Background: an optimization exercise with open tools, aiming at small area, a short achievable clock period and few clock cycles per item. Do not read the settings as production practice.
Function was checked by simulation only, so behaviour that the tests miss may differ from the original.

<file path="flow/run.sh">
#!/bin/bash
# synth_recipe.tcl (not shown) runs the flow's synth.tcl, then flattens the netlist and writes it again
# the make line also repeats each setting of config.mk as NAME=value (left out here)
make -C /OpenROAD-flow-scripts/flow DESIGN_CONFIG=/design/flow/config.mk WORK_HOME=/design/flow/orfs CLKGATE_MAP_FILE= SYNTH_SCRIPT=/design/flow/synth_recipe.tcl finish
</file>
<file path="flow/config.mk">
export PLATFORM = sky130hd
export DESIGN_NAME = tcs_rctc
export DESIGN_NICKNAME = tcs_rctc
export VERILOG_FILES = /design/flow/design.v
export SDC_FILE = /design/flow/constraint.sdc
export NUM_CORES = 4
export LEC_CHECK = 0
export CAP_MARGIN = 20
export CORE_MARGIN = 2
export CORE_UTILIZATION = 40
export SLEW_MARGIN = 20
</file>
<file path="flow/constraint.sdc">
create_clock -name core_clock -period 90.0 [get_ports {clk}]
set_input_delay 18.0000 -clock core_clock [delete_from_list [all_inputs] [get_ports {clk}]]
set_output_delay 18.0000 -clock core_clock [all_outputs]
set_load 0.01 [all_outputs]
</file>
<file path="flow/design.v">
module rctc_eval (
    input  wire [4:0]  op,
    input  wire [63:0] a,
    input  wire [3:0]  len,
    output reg  [79:0] res,
    output reg         err,
    output reg  [2:0]  err_code
);
    localparam OP_ENC_ENABLE = 5'd0,  OP_DEC_ENABLE = 5'd1,  OP_ENC_ATIME  = 5'd2,
               OP_DEC_ATIME  = 5'd3,  OP_ENC_WTIME  = 5'd4,  OP_DEC_WTIME  = 5'd5,
               OP_FMT_WTIME  = 5'd6,  OP_ENC_CONFIG = 5'd7,  OP_DEC_CONFIG = 5'd8,
               OP_ENC_THRESH = 5'd9,  OP_DEC_THRESH = 5'd10, OP_ENC_PERS   = 5'd11,
               OP_DEC_PERS   = 5'd12, OP_ENC_GAIN   = 5'd13, OP_DEC_GAIN   = 5'd14,
               OP_DEC_STATUS = 5'd15, OP_DEC_SAMPLE = 5'd16, OP_DERIVE     = 5'd17,
               OP_MKCMD      = 5'd18, OP_TSTEP_JUMP = 5'd19, OP_TSTEP_WALK = 5'd20;
    localparam E_RANGE = 3'd1, E_LENGTH = 3'd2, E_MISSING = 3'd3, E_ILLEGAL = 3'd4;
    localparam F_ATIME = 4'd1, F_WTIME = 4'd2, F_TLOW = 4'd3, F_THIGH = 4'd4,
               F_THRESH = 4'd5, F_PERS = 4'd6, F_GAIN = 4'd7, F_SAMPLE = 4'd8,
               F_ADDR = 4'd9, F_TYPE = 4'd10, F_OP = 4'd11;
    wire [19:0] ms = a[19:0];
    wire [19:0] acount = ms / 20'd240;
    wire        wlong  = ms > 20'd61440;
    wire [19:0] wcount = wlong ? ms / 20'd2880 : ms / 20'd240;
    wire [8:0]  dec_cycles = 9'd256 - {1'b0, a[7:0]};
    wire [8:0]  fmt_count = a[8:0];
    wire [20:0] fmt_short = fmt_count * 21'd240;
    wire [20:0] fmt_ms    = a[9] ? fmt_short * 21'd12 : fmt_short;
    wire signed [17:0] th_low  = a[17:0];
    wire signed [17:0] th_high = a[35:18];
    wire [1:0]         pers_kind  = a[1:0];    
    wire signed [15:0] pers_count = a[17:2];
    reg                pers_ok;
    reg  [3:0]         pers_code;
    always @* begin
        pers_ok   = 1'b1;
        pers_code = 4'd0;
        if (pers_kind == 2'd1 || pers_kind == 2'd3) begin
            pers_code = 4'd0;
        end else if (pers_kind == 2'd2) begin
            pers_ok = 1'b0;
        end else begin
            case (pers_count)
                16'sd0:  pers_code = 4'd0;
                16'sd1:  pers_code = 4'd1;
                16'sd2:  pers_code = 4'd2;
                16'sd3:  pers_code = 4'd3;
                16'sd5:  pers_code = 4'd4;
                16'sd10: pers_code = 4'd5;
                16'sd15: pers_code = 4'd6;
                16'sd20: pers_code = 4'd7;
                16'sd25: pers_code = 4'd8;
                16'sd30: pers_code = 4'd9;
                16'sd35: pers_code = 4'd10;
                16'sd40: pers_code = 4'd11;
                16'sd45: pers_code = 4'd12;
                16'sd50: pers_code = 4'd13;
                16'sd55: pers_code = 4'd14;
                16'sd60: pers_code = 4'd15;
                default: pers_ok = 1'b0;
            endcase
        end
    end
    reg [7:0] pers_value;
    always @* begin
        case (a[3:0])
            4'd0:  pers_value = 8'd0;
            4'd1:  pers_value = 8'd1;
            4'd2:  pers_value = 8'd2;
            4'd3:  pers_value = 8'd3;
            4'd4:  pers_value = 8'd5;
            default: pers_value = ({4'd0, a[3:0]} - 8'd3) * 8'd5;
        endcase
    end
    wire signed [15:0] gain_mult = a[15:0];
    reg        gain_ok;
    reg  [1:0] gain_code;
    always @* begin
        gain_ok   = 1'b1;
        gain_code = 2'd0;
        case (gain_mult)
            16'sd1:  gain_code = 2'd0;
            16'sd4:  gain_code = 2'd1;
            16'sd16: gain_code = 2'd2;
            16'sd60: gain_code = 2'd3;
            default: gain_ok = 1'b0;
        endcase
    end
    reg [5:0] gain_value;
    always @* begin
        case (a[1:0])
            2'd0: gain_value = 6'd1;
            2'd1: gain_value = 6'd4;
            2'd2: gain_value = 6'd16;
            default: gain_value = 6'd60;
        endcase
    end
    wire [15:0] s_clear = a[15:0];
    wire [15:0] s_red   = a[31:16];
    wire [15:0] s_green = a[47:32];
    wire [15:0] s_blue  = a[63:48];
    wire        s_zero  = (s_clear == 16'd0);
    wire [23:0] rgb_r = s_zero ? 24'd0 : ({8'd0, s_red}   * 24'd255) / {8'd0, s_clear};
    wire [23:0] rgb_g = s_zero ? 24'd0 : ({8'd0, s_green} * 24'd255) / {8'd0, s_clear};
    wire [23:0] rgb_b = s_zero ? 24'd0 : ({8'd0, s_blue}  * 24'd255) / {8'd0, s_clear};
    wire signed [15:0] cmd_addr    = a[15:0];
    wire               cmd_present = a[16];
    wire [1:0]         cmd_type    = a[18:17];
    wire               cmd_iscmd   = a[19];
    wire [15:0] t_low    = a[15:0];
    wire [15:0] t_high   = a[31:16];
    wire [15:0] t_sample = a[47:32];
    wire        t_up     = t_sample > t_high;
    wire        t_down   = t_sample < t_low;
    wire [1:0]  t_dir    = t_up ? 2'b01 : (t_down ? 2'b11 : 2'b00);
    wire signed [17:0] t_range = $signed({2'b00, t_high}) - $signed({2'b00, t_low});
    wire signed [17:0] t_half  = (t_range < 0) ? -((-t_range) >>> 1) : (t_range >>> 1);
    wire signed [17:0] t_step_walk = t_up ? t_half : -t_half;
    wire signed [17:0] t_nl_jump = $signed({2'b00, t_sample}) - t_half;
    wire signed [17:0] t_nh_jump = $signed({2'b00, t_sample}) + t_half;
    wire signed [17:0] t_nl_walk = $signed({2'b00, t_low})  + t_step_walk;
    wire signed [17:0] t_nh_walk = $signed({2'b00, t_high}) + t_step_walk;
    wire signed [17:0] t_nl = (op == OP_TSTEP_JUMP) ? t_nl_jump : t_nl_walk;
    wire signed [17:0] t_nh = (op == OP_TSTEP_JUMP) ? t_nh_jump : t_nh_walk;
    wire signed [17:0] t_nl_c = (t_nl < 0) ? 18'sd0 : t_nl;
    wire signed [17:0] t_nh_c = (t_nh > 18'sd65535) ? 18'sd65535 : t_nh;
    always @* begin
        res      = 80'd0;
        err      = 1'b0;
        err_code = 3'd0;
        case (op)
            OP_ENC_ENABLE: res[7:0] = {3'b000, a[3], a[2], 1'b0, a[1], a[0]};
            OP_DEC_ENABLE: res[3:0] = {a[4], a[3], a[1], a[0]};
            OP_ENC_ATIME: begin
                if (acount > 20'd256 || acount < 20'd1) begin
                    err = 1'b1; err_code = E_RANGE; res[3:0] = F_ATIME;
                end else begin
                    res[7:0] = 8'd0 - acount[7:0];
                end
            end
            OP_DEC_ATIME: begin
                res[8:0]   = dec_cycles;
                res[27:9]  = {dec_cycles, 10'd0};
                res[43:28] = dec_cycles * 16'd240;
            end
            OP_ENC_WTIME: begin
                if (wcount > 20'd256 || wcount == 20'd0) begin
                    err = 1'b1; err_code = E_RANGE; res[3:0] = F_WTIME;
                end else begin
                    res[7:0] = 8'd0 - wcount[7:0];
                    res[8]   = wlong;
                end
            end
            OP_DEC_WTIME: begin
                res[7:0]  = a[7:0];
                res[16:8] = dec_cycles;
            end
            OP_FMT_WTIME:  res[20:0] = fmt_ms;
            OP_ENC_CONFIG: res[7:0] = {6'd0, a[0], 1'b0};
            OP_DEC_CONFIG: res[0] = a[1];
            OP_ENC_THRESH: begin
                if (th_low < 0 || th_low > 18'sd65535) begin
                    err = 1'b1; err_code = E_RANGE; res[3:0] = F_TLOW;
                end else if (th_high < 0 || th_high > 18'sd65535) begin
                    err = 1'b1; err_code = E_RANGE; res[3:0] = F_THIGH;
                end else begin
                    res[31:0] = {th_high[15:0], th_low[15:0]};
                end
            end
            OP_DEC_THRESH: begin
                if (len < 4'd4) begin
                    err = 1'b1; err_code = E_LENGTH; res[3:0] = F_THRESH;
                end else begin
                    res[31:0] = a[31:0];
                end
            end
            OP_ENC_PERS: begin
                if (!pers_ok) begin
                    err = 1'b1; err_code = E_RANGE; res[3:0] = F_PERS;
                end else begin
                    res[7:0] = {4'd0, pers_code};
                end
            end
            OP_DEC_PERS: begin
                res[7:0] = pers_value;
                res[8]   = (a[3:0] == 4'd0);
            end
            OP_ENC_GAIN: begin
                if (!gain_ok) begin
                    err = 1'b1; err_code = E_RANGE; res[3:0] = F_GAIN;
                end else begin
                    res[7:0] = {6'd0, gain_code};
                end
            end
            OP_DEC_GAIN:   res[7:0] = {2'd0, gain_value};
            OP_DEC_STATUS: res[1:0] = {a[4], a[0]};
            OP_DEC_SAMPLE: begin
                if (len < 4'd8) begin
                    err = 1'b1; err_code = E_LENGTH; res[3:0] = F_SAMPLE;
                end else begin
                    res[63:0] = a;
                end
            end
            OP_DERIVE: begin
                res[23:0]  = rgb_r;
                res[47:24] = rgb_g;
                res[71:48] = rgb_b;
                res[72]    = s_zero;
            end
            OP_MKCMD: begin
                if (!cmd_present) begin
                    err = 1'b1; err_code = E_MISSING; res[3:0] = F_ADDR;
                end else if (cmd_addr < 0 || cmd_addr > 16'sd31) begin
                    err = 1'b1; err_code = E_RANGE; res[3:0] = F_ADDR;
                end else if (cmd_type == 2'b10) begin
                    err = 1'b1; err_code = E_RANGE; res[3:0] = F_TYPE;
                end else begin
                    res[7:0] = {cmd_iscmd, cmd_type, cmd_addr[4:0]};
                end
            end
            OP_TSTEP_JUMP, OP_TSTEP_WALK: begin
                if (t_dir == 2'b00) begin
                    res[17:0]  = {2'b00, t_low};
                    res[35:18] = {2'b00, t_high};
                end else begin
                    res[17:0]  = t_nl_c;
                    res[35:18] = t_nh_c;
                end
                res[37:36] = t_dir;
                res[53:38] = t_sample;
            end
            default: begin
                err = 1'b1; err_code = E_ILLEGAL; res[3:0] = F_OP;
            end
        endcase
    end
endmodule
module tcs_rctc (
    input  wire        clk,
    input  wire        rst,
    input  wire        in_valid,
    output wire        in_ready,
    input  wire [4:0]  op,
    input  wire [63:0] a,
    input  wire [3:0]  len,
    output reg         out_valid,
    input  wire        out_ready,
    output reg  [79:0] res,
    output reg         err,
    output reg  [2:0]  err_code
);
    wire [79:0] eval_res;
    wire        eval_err;
    wire [2:0]  eval_code;
    rctc_eval u_eval (
        .op(op), .a(a), .len(len),
        .res(eval_res), .err(eval_err), .err_code(eval_code)
    );
    assign in_ready = !out_valid || out_ready;
    always @(posedge clk) begin
        if (rst) begin
            out_valid <= 1'b0;
        end else if (in_ready) begin
            out_valid <= in_valid;
        end
    end
    always @(posedge clk) begin
        if (in_valid && in_ready) begin
            res      <= eval_res;
            err      <= eval_err;
            err_code <= eval_code;
        end
    end
endmodule
</file>
==> run summary <==
DIE AREA 170000 sq um; CTS HTree Levels 3; clock slew at reported path FFs 0.09 ns; type of the worst min-delay path reg2reg; Routed Antenna Nets 0; Critical Path RT 90.15 ns; element type at the critical path end flip-flop; first-pass GRT wire length 382000 um; Post-Syn Area 66700 sq um; Buffers on Ports 153; TritonRoute pass-1 iters 8; fraction of final layout cells sized beyond drive strength 1 0.0956; arrival time at the worst endpoint 85.64 ns; cell mode on critical path o21a_1; grt ovf 0; routed vias/inst 6.17; vias in the first global route 66800; Worst-Skew Late Latency 0.48 ns; 1st-iter DRT viols 6082; Total Routing Usage GR 0.283; placement row count 149; gate count of the mapped netlist 9071; number of distinct library cells after synthesis 133; Area Overhead vs Synth 9.91%; startpoint types input pin; HPWL after detailed placement 200000 um; Num CTS Buffers 9; NumNets Final 10700; Cells after DPL 11400; Die W 412 um; Synth Area per Inst 7.36 sq um; WL final 248000 um; commonest non-fill, non-tap cell in the layout ha_1; Final Skew 0.0212 ns; Period minus WS final 85.49 ns; Slew Limit Fails 0; CTS sink count 78; slew margin rel. 0.240; gpl congestion 0.984; slew at the pin closest to its max-slew limit 1.14 ns; Boundary Pins 163; Slowest Stage Delay on Critical Path 0.71 ns; Synth Flop Type edfxtp_1; CORE AREA 165000 sq um; initial antenna violation count 9; post-route cell area 73300 sq um; total number of vias 70800; Max-cap violations 0; Setup Slack @ Placement -0.112 ns; TritonCTS clock tree built; CP max-delay cell clkdlybuf4s50_1; Starting Density 0.403; crit share post-route 0.950; Crit Path Max Fanout 20; Final Non-Filler Cells 11500; Crit Path Class in2reg; async set-or-reset flop fraction in the synthesized netlist 0; Clock Path Buffers 2; yosys warns 2; Worst Setup Slack, final 4.51 ns; clk root buf clkbuf_16; fmax 11.7 MHz; Cell Area, Placed 72200 sq um; routed len/inst 21.6 um; status complete, no violations; Buffers & Inverters on Critical Path 20; sequential share of the synthesized area 0.0350; most frequent cells in the layout ha_1, nor2_1, nand2_1; hold buffers post-CTS 0; final setup violation count 0; largest net degree at the start of global routing 58; # DRC 0; FF+latch count, synth 78; Top delay family on crit path compound AO/OA/AOI/OAI gates; final hold violation count 0; Die Y 412 um; Post-synth EDFFs 77
-- synthesized netlist by cell type, drive strengths merged, types with 77 or more instances --
library cell	number	area share
ha	1115	0.21
nor2	792	0.045
nand2	733	0.041
inv	654	0.037
o21ai	582	0.044
nor3	565	0.043
a21oi	537	0.041
o21a	490	0.055
xnor2	350	0.046
fa	245	0.074
a21o	225	0.025
mux2	208	0.035
clkbuf	203	0.011
o31ai	190	0.022
nand3	172	0.013
xor2	135	0.018
nor2b	128	0.012
a31oi	107	0.010
nand2b	105	0.0098
or3	92	0.0086
and2	81	0.0077
o211ai	79	0.0091
or2	78	0.0073
edfxtp	77	0.035
-- metal layers --
layer | global-route usage | part of all wire
met1 | 0.381 | 0.44
met2 | 0.463 | 0.45
met3 | 0.0320 | 0.069
met4 | 0.104 | 0.042
met5 | 0 | 0.000056
-- metrics by stage --
stage / setup TNS (ns) / hold WS [ns] / utilization
2_1_floorplan: 0 / 0.593 / -
3_3_place_gp: 0 / 0.518 / 0.436
3_5_place_dp: -0.112 / 0.528 / 0.436
4_1_cts: 0 / 0.542 / 0.438
5_1_grt: -0.150 / 0.575 / 0.443
6_report: 0 / 0.533 / 0.443
-- repair_timing --
| item | in CTS | in global routing |
|---|---|---|
| endpoints found under the setup margin | 0 | 5 |
| buffers inserted | 0 | 31 |
| gates resized for setup | 0 | 189 |
-- worst reg2reg max path: stages, from the launching register on --
cell	delay (ns)
dfxtp_1	0.32
nand2b_1	0.10
and2_4	0.70
buf_4	0.64
-- cell type report --
class	count	area, sq um
fill	16800	92000
multi-input combinational	8066	61400
timing repair buffer	477	4010
tap	2189	2740
inverter	658	2510
sequential	78	2330
clock buffer	9	225
clock inverter	7	105
antenna	1	2.50
-- final timing paths --
| path | from | end | slack [ns] | cells past startpoint |
|---|---|---|---|---|
| worst max-delay path | a[22] | res[0] | 4.51 | 323 |
| worst min-delay path | out_valid | out_valid | 0.53 | 2 |
| worst max register to register | out_valid | res[51] | 87.83 | 3 |
| worst min register to register | out_valid | out_valid | 0.53 | 2 |
-- state kept, by name, summed over array words and instances (netlist names) --
signal,flops
err,1
err_code,3
out_valid,1
res,73
-- kinds of logic after synthesis --
logic type | synth area share
xor gates and xnor gates | 0.0641
DFF | 0.0350
and+or+nand+nor | 0.221
muxes | 0.0460
AOI/OAI and AO/OA | 0.297
buffers and inverters | 0.0545
other | 0.0000562
adders and majority gates | 0.283
Testbench counts, summed over its fixed seeds: cycles 24,008, items 24,000.

==> separate check: timing with driven ports <==
How much do the figures lean on ideal ports? The routed layout below was timed once more, with nothing changed but the port constraints.
Step 1, drivers: a clkbuf_16 drives clk and a buf_2 each remaining input, both assumed.
Step 2 also shifts input and output timing later by t, the mid clock arrival at the registers, as if the neighbouring blocks saw the same clock.
Three values: ideal ports, drivers, drivers and shift; two values: the first two.
t, ns: 0.524
setup slack, ns: 4.514 / 4.555 / 4.030
worst setup path after step 2: input to register
worst data-port slew with drivers (ns): 0.10
cell pins on the clock port's net: 1
After both steps setup and hold are still met in this run. The setup slack of this run moves by +0.041 ns with the drivers and by -0.484 ns with both steps.
